What follows belongs to an exercise in optimizing a design on an open flow for small area; a production flow would make more cautious choices.
Only simulation tests tie the RTL to the original design; equivalence was not proved.

==> inputs of 06-25 <==
==> flow/design.v <==
module sq_serial_parser (
    input  wire         clk,
    input  wire         rst,
    input  wire         in_valid,
    input  wire [7:0]   in_byte,
    input  wire         role_tx,
    input  wire         store_wr_ok,
    input  wire         store_rd_ok,
    input  wire [15:0]  store_rd_value,
    output reg          echo_valid,
    output reg  [7:0]   echo_byte,
    output reg  [4:0]   fired,
    output wire         store_wr,
    output reg  [9:0]   store_wr_value,
    output wire         store_rd,
    output wire         report_valid,
    output wire [15:0]  report_value,
    output wire         diag_valid,
    output wire [1:0]   diag_info,
    output reg  [15:0]  node_id,
    output reg  [9:0]   tid,
    output reg          tx_armed,
    output reg  [511:0] tx_bitmap
);
    localparam [4:0] C_PLAIN = 5'b10000;
    localparam [4:0] C_DET   = 5'b10001;
    localparam [4:0] C_SID   = 5'b10010;
    localparam [4:0] C_TID   = 5'b10100;
    localparam [4:0] C_ARM   = 5'b11000;
    localparam [4:0] C_RID   = 5'b10011;
    localparam [2:0] P_SID = 3'd0, P_TID = 3'd1, P_ARM = 3'd2, P_RID = 3'd3, P_DET = 3'd4;
    reg  [639:0] cw;           
    reg          det4;           
    reg  [2:0]   pt;             
    reg  [2:0]   pl;             
    reg  [7:0]   cnt;            
    reg          okr;            
    reg  [4:0] hexc;
    always @* begin
        if (in_byte >= 8'h30 && in_byte <= 8'h39)
            hexc = {1'b0, in_byte[3:0]};
        else if ((in_byte >= 8'h41 && in_byte <= 8'h46) ||
                 (in_byte >= 8'h61 && in_byte <= 8'h66))
            hexc = {1'b0, in_byte[3:0] + 4'd9};
        else
            hexc = C_PLAIN;
    end
    wire comma = (in_byte == 8'h2C);
    reg  [4:0] code;
    always @* begin
        code = hexc;
        if (comma && pl == 3'd4) begin
            case (pt)
                P_SID:   code = C_SID;
                P_TID:   code = C_TID;
                P_ARM:   code = C_ARM;
                P_RID:   code = C_RID;
                default: code = C_DET;
            endcase
        end
    end
    reg [2:0] pt_n, pl_n;
    always @* begin
        pt_n = pt;
        pl_n = 3'd0;
        if (in_byte == 8'h23) begin
            pl_n = 3'd1;
        end else begin
            case (pl)
                3'd1: begin
                    pl_n = 3'd2;
                    case (in_byte)
                        "S":     pt_n = P_SID;
                        "T":     pt_n = P_TID;
                        "A":     pt_n = P_ARM;
                        "R":     pt_n = P_RID;
                        "D":     pt_n = P_DET;
                        default: pl_n = 3'd0;
                    endcase
                end
                3'd2: begin
                    case (pt)
                        P_ARM:   pl_n = (in_byte == "R") ? 3'd3 : 3'd0;
                        P_DET:   pl_n = (in_byte == "E") ? 3'd3 : 3'd0;
                        default: pl_n = (in_byte == "I") ? 3'd3 : 3'd0;
                    endcase
                end
                3'd3: begin
                    case (pt)
                        P_ARM:   pl_n = (in_byte == "M") ? 3'd4 : 3'd0;
                        P_DET:   pl_n = (in_byte == "T") ? 3'd4 : 3'd0;
                        default: pl_n = (in_byte == "D") ? 3'd4 : 3'd0;
                    endcase
                end
                default: pl_n = 3'd0;
            endcase
        end
    end
    wire term = (in_byte == 8'h3B);
    wire g1   = |cnt;
    wire g2   = |cnt[7:1];
    wire g4   = |cnt[7:2];
    wire g129 = cnt[7] & cnt[0];
    wire m_sid = term && g4   && (cw[620 +: 5] == C_SID);
    wire m_tid = term && g4   && (cw[620 +: 5] == C_TID);
    wire m_arm = term && g2   && (cw[630 +: 5] == C_ARM);
    wire m_rid = term && g1   && (cw[635 +: 5] == C_RID);
    wire m_det = term && g129 && det4;
    function is_digit;
        input [4:0] c;
        begin
            is_digit = !c[4] && (c[3:0] <= 4'd9);
        end
    endfunction
    wire [4:0] p0 = cw[625 +: 5];
    wire [4:0] p1 = cw[630 +: 5];
    wire [4:0] p2 = cw[635 +: 5];
    wire [9:0] dec_val = (is_digit(p0) && is_digit(p1) && is_digit(p2)) ?
                         p0[3:0] * 10'd100 + p1[3:0] * 10'd10 + p2[3:0] : 10'd0;
    wire       arm_val = (p2 == 5'b00001);
    reg  [511:0] det_val;
    integer k;
    always @* begin
        for (k = 0; k < 64; k = k + 1)
            det_val[8*k +: 8] = (cw[5*(2*k) + 4] || cw[5*(2*k+1) + 4]) ? 8'h00 :
                                {cw[5*(2*k) +: 4], cw[5*(2*k+1) +: 4]};
    end
    assign store_wr     = fired[0];
    assign store_rd     = fired[1];
    assign report_valid = fired[1] & okr;
    assign report_value = node_id;
    assign diag_valid   = (fired[0] | fired[1]) & ~okr;
    assign diag_info    = {fired[0], fired[1]};
    always @(posedge clk) begin
        if (in_valid) begin
            cw   <= {code, cw[639:5]};
            det4 <= (cw[0 +: 5] == C_DET);
        end
    end
    always @(posedge clk) begin
        echo_byte      <= in_byte;
        store_wr_value <= dec_val;
        okr            <= m_sid ? store_wr_ok : store_rd_ok;
    end
    always @(posedge clk) begin
        if (rst) begin
            pt         <= P_SID;
            pl         <= 3'd0;
            cnt        <= 8'd0;
            echo_valid <= 1'b0;
            fired      <= 5'b0;
            node_id    <= 16'hFFFF;
            tid        <= 10'd0;
            tx_armed   <= 1'b0;
            tx_bitmap  <= 512'd0;
        end else begin
            echo_valid <= in_valid;
            fired      <= in_valid ? {m_det, m_arm, m_tid, m_rid, m_sid} : 5'b0;
            if (in_valid) begin
                pt <= pt_n;
                pl <= pl_n;
                if (!g129)
                    cnt <= cnt + 8'd1;
                if (m_sid && store_wr_ok)
                    node_id <= {6'd0, dec_val};
                if (m_rid && store_rd_ok)
                    node_id <= store_rd_value;
                if (m_tid)
                    tid <= dec_val;
                if (m_arm && role_tx)
                    tx_armed <= arm_val;
                if (m_det && role_tx)
                    tx_bitmap <= det_val;
            end
        end
    end
endmodule
==> flow/run.sh <==
#!/bin/bash
# synth_recipe.tcl (not shown) runs the flow's synth.tcl, then flattens the netlist and writes it again
# the make line also repeats each setting of config.mk as NAME=value (left out here)
make -C /OpenROAD-flow-scripts/flow DESIGN_CONFIG=/design/flow/config.mk WORK_HOME=/design/flow/orfs CLKGATE_MAP_FILE= SYNTH_SCRIPT=/design/flow/synth_recipe.tcl finish
==> flow/config.mk <==
export PLATFORM = sky130hd
export DESIGN_NAME = sq_serial_parser
export DESIGN_NICKNAME = sq_serial_parser
export VERILOG_FILES = /design/flow/design.v
export SDC_FILE = /design/flow/constraint.sdc
export NUM_CORES = 4
export LEC_CHECK = 0
export CAP_MARGIN = 20
export CORE_MARGIN = 2
export CORE_UTILIZATION = 40
export PLACE_DENSITY = 0.6
export SLEW_MARGIN = 20
==> flow/constraint.sdc <==
create_clock -name core_clock -period 5.0 [get_ports {clk}]
set_input_delay 1.0000 -clock core_clock [delete_from_list [all_inputs] [get_ports {clk}]]
set_output_delay 1.0000 -clock core_clock [all_outputs]
set_load 0.01 [all_outputs]
==> inputs of 04-13, as changes to 06-25 <==
--- a/flow/design.v
+++ b/flow/design.v
@@ -124,3 +124,3 @@
         for (k = 0; k < 64; k = k + 1)
-            det_val[8*k +: 8] = (cw[5*(2*k) + 4] || cw[5*(2*k+1) + 4]) ? 8'h00 :
+            det_val[8*k +: 8] = {8{~cw[5*(2*k) + 4] & ~cw[5*(2*k+1) + 4]}} &
                                 {cw[5*(2*k) +: 4], cw[5*(2*k+1) +: 4]};
@@ -139,2 +139,6 @@
     end
+    wire ld = in_valid & ~rst & m_det & role_tx;
+    wire kp = ~(in_valid & m_det & role_tx) & ~rst;
+    always @(posedge clk)
+        tx_bitmap <= ({512{ld}} & det_val) | ({512{kp}} & tx_bitmap);
     always @(posedge clk) begin
@@ -154,3 +158,2 @@
             tx_armed   <= 1'b0;
-            tx_bitmap  <= 512'd0;
         end else begin
@@ -171,4 +174,2 @@
                     tx_armed <= arm_val;
-                if (m_det && role_tx)
-                    tx_bitmap <= det_val;
             end
==> flow/flow/run.sh (new file) <==
#!/bin/bash
set -euo pipefail
ARGS=(
  "BUFFER_PORTS_ARGS=-buffer_cell sky130_fd_sc_hd__buf_1"
  "CTS_ARGS=-sink_clustering_enable -repair_clock_nets -buf_list sky130_fd_sc_hd__clkbuf_16 -sink_clustering_size 30 -sink_clustering_max_diameter 100 -dont_use_dummy_load"
)
RES=orfs/results/sky130hd/sq_serial_parser/base
bash standard.sh "${ARGS[@]}" synth > flow_synth.log 2>&1
python3 flow/downsize.py $RES/1_2_yosys.v \
  "$FLOW_HOME/platforms/sky130hd/lib/sky130_fd_sc_hd__tt_025C_1v80.lib" > flow_downsize.log 2>&1
touch $RES/1_2_yosys.v
bash standard.sh "${ARGS[@]}" finish > flow_make.log 2>&1
==> flow/flow/downsize.py (new file) <==
#!/usr/bin/env python3
"""Downsize the logic gates of a synthesised netlist in place.

Every combinational gate that the synthesis mapped to a stronger drive
(sky130_fd_sc_hd__<gate>_2/_4/...) is swapped for the weakest drive of the
same gate (same function, same pins). Buffers, inverters and sequential
cells are left alone. The layout's repair steps size up again where the
slew, capacitance or timing limits need it.

usage: downsize.py NETLIST LIBERTY
"""
import re
import sys

netlist, liberty = sys.argv[1], sys.argv[2]

cells = set()
for line in open(liberty):
    m = re.match(r'\s*cell\s*\(\s*"?(sky130_fd_sc_hd__\w+?)"?\s*\)', line)
    if m:
        cells.add(m.group(1))

keep = re.compile(r'sky130_fd_sc_hd__(buf|clkbuf|inv|clkinv|bufinv|dfxtp|edfxtp|dfxbp|'
                  r'dfrtp|dfstp|sdf|dl|conb|fa|ha|maj3|xor|xnor|mux)')

text = open(netlist).read()
counts = {}


def swap(m):
    name, base, size = m.group(0), m.group(1), m.group(2)
    if keep.match(name) or size in ('0', '1'):
        return name
    for small in ('1', '0'):
        cand = f'{base}_{small}'
        if cand in cells:
            counts[name] = counts.get(name, 0) + 1
            return cand
    return name


text = re.sub(r'\b(sky130_fd_sc_hd__[a-z0-9]+)_(\d+)\b(?=\s+[\\\w])', swap, text)
open(netlist, 'w').write(text)
for k, v in sorted(counts.items()):
    print(f'{v:5d} {k}')
==> flow/standard.sh (new file) <==
#!/bin/bash
# synth_recipe.tcl (not shown) runs the flow's synth.tcl, then flattens the netlist and writes it again
# the make line also repeats each setting of config.mk as NAME=value (left out here)
make -C /OpenROAD-flow-scripts/flow DESIGN_CONFIG=/design/flow/config.mk WORK_HOME=/design/flow/orfs CLKGATE_MAP_FILE= SYNTH_SCRIPT=/design/flow/synth_recipe.tcl "${@:-finish}"
removed: flow/run.sh
==> flow_metrics.tcl <==
set metrics [dict create \
    drive_gt1_share_pct 5.99 \
    relSlewSlack_pct 28.6 \
    synthAdderAreaFrac_pct 1.24 \
    reg2reg_depth 13 \
    status "complete, no violations" \
    clock.fmax_mhz 278 \
    clock_area_share_pct 8.15 \
    comb_power_uw 505 \
    p_per_area_nw_per_um2 402 \
    final_cell_mix "641 x edfxtp_1, 612 x clkdlybuf4s50_1, 578 x dfxtp_1" \
]
the above is filed under 06-25

==> flow_metrics.tcl <==
set metrics [dict create \
    status "complete, no violations" \
    top_area_cell_class "sequential cells" \
    clock.fmax_mhz 284 \
    grt_usage_pct 17.1 \
    top_layer "met4" \
    drive_gt1_share_pct 3.13 \
    worstSetupEndpointType "flip-flop" \
    comb_power_uw 424 \
    die_w_um 314 \
    grtUsageMet3_pct 5.11 \
    clock_area_share_pct 2.83 \
    crit_path_start_kind "flip-flop" \
    seq_share_pct 71.1 \
    relSlewSlack_pct 34.0 \
]
the above is filed under 04-13

==> port drivers added, routing unchanged <==
In the flow no input, the clock included, has a driving cell. The finished layouts below were timed again as built, in two steps.
Step 1 sets driving cells, clkbuf_16 on the clock port and buf_2 on the other inputs (assumed; they add their load-dependent delay and slew).
Step 2 also shifts input and output timing later by t, the mid clock arrival at the registers, as if the neighbouring blocks saw the same clock.
Three values: ideal, step 1, step 2; two values: the first two.
run | t (ns) | setup WS [ns] | worst setup path at the end | worst register clock-pin slew, ns
06-25 | 0.767 | 1.404 / 1.404 / 0.954 | input to register | 0.07 / 0.07
04-13 | 0.693 | 1.480 / 1.480 / 1.199 | input to register | 0.11 / 0.11
After both steps every run listed still meets setup and hold. The setup slack of 06-25, which loses most, moves by 0.000 ns with the drivers and by -0.450 ns with both steps.
